Source: an optimization exercise on an open RTL-to-GDS flow (aim: small area). Production flows keep margins and buffers that such runs may drop.
In this exercise RTL edits were held to simulation tests only and were not proved equivalent to the original.
Power figures rest on the tool's default switching activity, not on a simulated workload. The clock port is modelled as an ideal driver; clocking choices that lean on that would not hold on a real chip.

## 07-04
==> flow/design.v (excerpt) <==
module vam_engine (
    input  wire        clk,
    input  wire        rst_n,         
    input  wire        host_wr,
    input  wire [11:0] host_addr,
    input  wire [31:0] host_wdata,
    output reg  [31:0] host_rdata,
    input  wire        tick_ms,
    output wire        tx_valid,
    output wire [7:0]  tx_data,
    input  wire        tx_ready,
    input  wire        tx_err,
    input  wire        tx_busy,
    input  wire        rx_valid,
    input  wire [7:0]  rx_data,
    output wire        open_req,
    input  wire        open_ack,
    input  wire [1:0]  open_status
);
Size: ~3,100 cells after synthesis, about 1,100 flip-flops, about 110 I/O pins, ~0.045 mm2 of cells after synthesis.
export LEC_CHECK = 0
export CAP_MARGIN = 10
export CORE_MARGIN = 2
export CORE_UTILIZATION = 65
export CTS_BUF_LIST = sky130_fd_sc_hd__clkbuf_16
export CTS_CLUSTER_DIAMETER = 90
export CTS_CLUSTER_SIZE = 28
export PLACE_DENSITY = 0.78
export SLEW_MARGIN = 10
create_clock -name core_clock -period 15.0 [get_ports {clk}]
standard.sh (not shown) runs the stock make flow with config.mk's settings and CLKGATE_MAP_FILE= SYNTH_SCRIPT=/design/flow/synth_recipe.tcl, a recipe that flattens the netlist after the stock synthesis.
==> flow/flow/run.sh <==
#!/bin/bash
# Layout flow: the standard one, with changes that only affect how the
# layout is built:
#  - synthesis is the standard script, except that the final ABC
#    technology mapping of the combinational logic uses an area-oriented
#    script (flow/abc_area.script) instead of the delay-oriented one, and
#    adders are left to ABC rather than extracted as half/full adder cells
#    first; the registers (dfflibmap) and their names are untouched;
#  - port buffers are buf_1 cells instead of clkdlybuf4s50_1;
#  - clock tree synthesis inserts no dummy load cells.
set -euo pipefail
here=$(pwd)
cat > my_synth.tcl <<TCL
proc synth {args} { yosys synth -nofsm -noshare {*}\$args }
proc abc {args} {
  set out {}
  set skip 0
  foreach a \$args {
    if {\$skip} { set skip 0; continue }
    if {\$a eq "-script" || \$a eq "-D"} { set skip 1; continue }
    lappend out \$a
  }
  lappend out -script $here/flow/abc_area.script
  yosys abc {*}\$out
}
TCL
echo 'proc extract_fa {args} { }' >> my_synth.tcl
tail -n +2 synth_recipe.tcl >> my_synth.tcl
export BUFFER_PORTS_ARGS="-buffer_cell sky130_fd_sc_hd__buf_1"
cts_args="-sink_clustering_enable -repair_clock_nets -sink_clustering_size 28"
cts_args="$cts_args -sink_clustering_max_diameter 90 -buf_list sky130_fd_sc_hd__clkbuf_16"
cts_args="$cts_args -dont_use_dummy_load"
bash standard.sh SYNTH_SCRIPT=$here/my_synth.tcl "CTS_ARGS=$cts_args" finish > standard.log 2>&1
==> flow/flow/abc_area.script <==
strash
&get -n
&st
&dc2
&syn2
&dc2
&dch -f
&nf -R 1000
&put
strash
&get -n
&st
&dc2
&syn2
&dc2
&dch -f
&nf -R 1000
&put
Here is what was changed in the inputs of 08-11 compared with 07-04.
Settings: swapping 65 for 72 in CORE_UTILIZATION; swapping 0.78 for 0.84 in PLACE_DENSITY.
Results
In 08-11 the implementation completed, yet the final layout does not meet the checks, the culprit being capacitance limit, slew limit.
Global-route usage (lower): 07-04
met2 layer usage reported by global route came out higher on 08-11 than on 07-04.
Compared with 07-04, 08-11 shows area of the placeable core that has gone down by more than 10%.
Summary of the comparison: post-route worst setup slack is lower in 08-11, relative to 07-04.
Sequential portion of the cell area | 08-11 above 07-04
Going from 07-04 to 08-11, average vias per placed instance has increased; final standard cell area without fillers has decreased.
07-04 -> 08-11: routed wire length increased by a little under 10%
Re post-synthesis instance total: no difference whatsoever between 07-04 and 08-11.
Compared 08-11 vs 07-04, and setup slack after placement is down in 08-11.
Layout clock buffer count went down by a few percent going from 07-04 to 08-11.

Another version of the RTL of vam_engine (not shown whole).
Size: roughly 3,500 cells after synthesis, roughly 1,100 flip-flops, ~49,000 um^2 of cells after synthesis.
export LEC_CHECK = 0
export CAP_MARGIN = 35
export CORE_MARGIN = 2
export CORE_UTILIZATION = 55
export CTS_BUF_LIST = sky130_fd_sc_hd__clkbuf_16
export CTS_CLUSTER_DIAMETER = 60
export CTS_CLUSTER_SIZE = 29
export PLACE_DENSITY = 0.7
export SLEW_MARGIN = 35
create_clock -name core_clock -period 15.0 [get_ports {clk}]
run.sh (not shown) runs the stock make flow with config.mk's settings and CLKGATE_MAP_FILE= SYNTH_SCRIPT=/design/flow/synth_recipe.tcl, a recipe that flattens the netlist after the stock synthesis.
Stock flow here: none of the scripts above is used.
Then changed:
- CTS_CLUSTER_SIZE: 29 -> 24
=> Fmax rises by 0.54%. Power fell by about 0.7%. Wire length increases by about 0.32%. Setup slack is better by 63 ps. Critical path depth does not change. Global-route usage rises by 0.10 points. Utilization went down by 0.15 points.

RTL: one of the versions met above, not the one the previous note started from.
For scale: ~1100 flip-flops, roughly 110 I/O pins, ~45000 um^2 of cells after synthesis.
export LEC_CHECK = 0
export CAP_MARGIN = 10
export CORE_MARGIN = 2
export CORE_UTILIZATION = 65
export CTS_BUF_LIST = sky130_fd_sc_hd__clkbuf_16
export CTS_CLUSTER_DIAMETER = 90
export CTS_CLUSTER_SIZE = 31
export PLACE_DENSITY = 0.78
export SLEW_MARGIN = 10
create_clock -name core_clock -period 15.0 [get_ports {clk}]
standard.sh (not shown) runs the stock make flow with config.mk's settings and CLKGATE_MAP_FILE= SYNTH_SCRIPT=/design/flow/synth_recipe.tcl, a recipe that flattens the netlist after the stock synthesis.
==> flow/flow/run.sh <==
#!/bin/bash
# Layout flow: the standard one, with changes that only affect how the
# layout is built:
#  - synthesis is the standard script, except that the final ABC
#    technology mapping of the combinational logic uses an area-oriented
#    script (flow/abc_area.script) instead of the delay-oriented one, and
#    adders are left to ABC rather than extracted as half/full adder cells
#    first; the registers (dfflibmap) and their names are untouched;
#  - port buffers are buf_1 cells instead of clkdlybuf4s50_1;
#  - clock tree synthesis inserts no dummy load cells.
set -euo pipefail
here=$(pwd)
cat > my_synth.tcl <<TCL
proc synth {args} { yosys synth -nofsm -noshare {*}\$args }
proc abc {args} {
  set out {}
  set skip 0
  foreach a \$args {
    if {\$skip} { set skip 0; continue }
    if {\$a eq "-script" || \$a eq "-D"} { set skip 1; continue }
    lappend out \$a
  }
  lappend out -script $here/flow/abc_area.script
  yosys abc {*}\$out
}
TCL
echo 'proc extract_fa {args} { }' >> my_synth.tcl
tail -n +2 synth_recipe.tcl >> my_synth.tcl
export BUFFER_PORTS_ARGS="-buffer_cell sky130_fd_sc_hd__buf_1"
cts_args="-sink_clustering_enable -repair_clock_nets -sink_clustering_size 31"
cts_args="$cts_args -sink_clustering_max_diameter 90 -buf_list sky130_fd_sc_hd__clkbuf_16"
cts_args="$cts_args -dont_use_dummy_load"
bash standard.sh SYNTH_SCRIPT=$here/my_synth.tcl "CTS_ARGS=$cts_args" finish > standard.log 2>&1
Scripts as last shown in full above: flow/flow/abc_area.script
The starting point completed without violations.
Next try:
--- a/flow/flow/run.sh
+++ b/flow/flow/run.sh
@@ -28,5 +28,5 @@
 tail -n +2 synth_recipe.tcl >> my_synth.tcl
 export BUFFER_PORTS_ARGS="-buffer_cell sky130_fd_sc_hd__buf_1"
-cts_args="-sink_clustering_enable -repair_clock_nets -sink_clustering_size 31"
+cts_args="-sink_clustering_enable -repair_clock_nets -sink_clustering_size 28"
 cts_args="$cts_args -sink_clustering_max_diameter 90 -buf_list sky130_fd_sc_hd__clkbuf_16"
 cts_args="$cts_args -dont_use_dummy_load"
CAP_MARGIN = 25   (was 10)
CORE_UTILIZATION = 55   (was 65)
CTS_CLUSTER_SIZE = 28   (was 31)
PLACE_DENSITY = 0.7   (was 0.78)
SLEW_MARGIN = 25   (was 10)
Outcome: Setup slack is better by 0.57 ns. Via count decreases by 1.9%. Area after synthesis stays the same. Final area goes up by 0.89%. Power came out higher by 0.96%. Sequential power barely changes. Routed wire length barely changes.

[what the ideal ports hide]
The results above use ideal ports. As a check the final layouts listed here were re-extracted and re-timed, cells and wires unchanged. Step 1 (the two cells are an assumption about what drives the block):
set clk [get_ports {clk}]
set_driving_cell -lib_cell sky130_fd_sc_hd__clkbuf_16 $clk
set_driving_cell -lib_cell sky130_fd_sc_hd__buf_2 [delete_from_list [all_inputs] $clk]
Step 2 adds t to the input delays and takes it off the output delays; t is the mean of the earliest and latest rising clock arrival at the registers after step 1. Input paths then give back, and output paths get back, about the clock's delay inside the block. Slacks: no drivers / after step 1 / after step 2; pairs: no drivers / after step 1.
run	t (ns)	slack for setup (ns)	worst hold slack (ns)	worst register clock-pin slew, ns	cell pins on the clock port's net
07-04	0.690	3.662 / 3.662 / 3.662	0.405 / 0.405 / 0.405	0.11 / 0.11	1
08-11	0.699	2.779 / 2.779 / 2.779	0.391 / 0.391 / 0.391	0.12 / 0.12	1
the first run of note 2	0.752	3.396 / 3.368 / 3.368	0.397 / 0.397 / 0.397	0.10 / 0.10	1
the second run of note 2	0.740	3.459 / 3.431 / 3.431	0.402 / 0.402 / 0.402	0.10 / 0.10	1
the first run of note 3	0.681	3.640 / 3.639 / 3.639	0.419 / 0.419 / 0.419	0.12 / 0.12	1
the second run of note 3	0.674	4.211 / 4.211 / 4.211	0.397 / 0.397 / 0.397	0.11 / 0.11	1
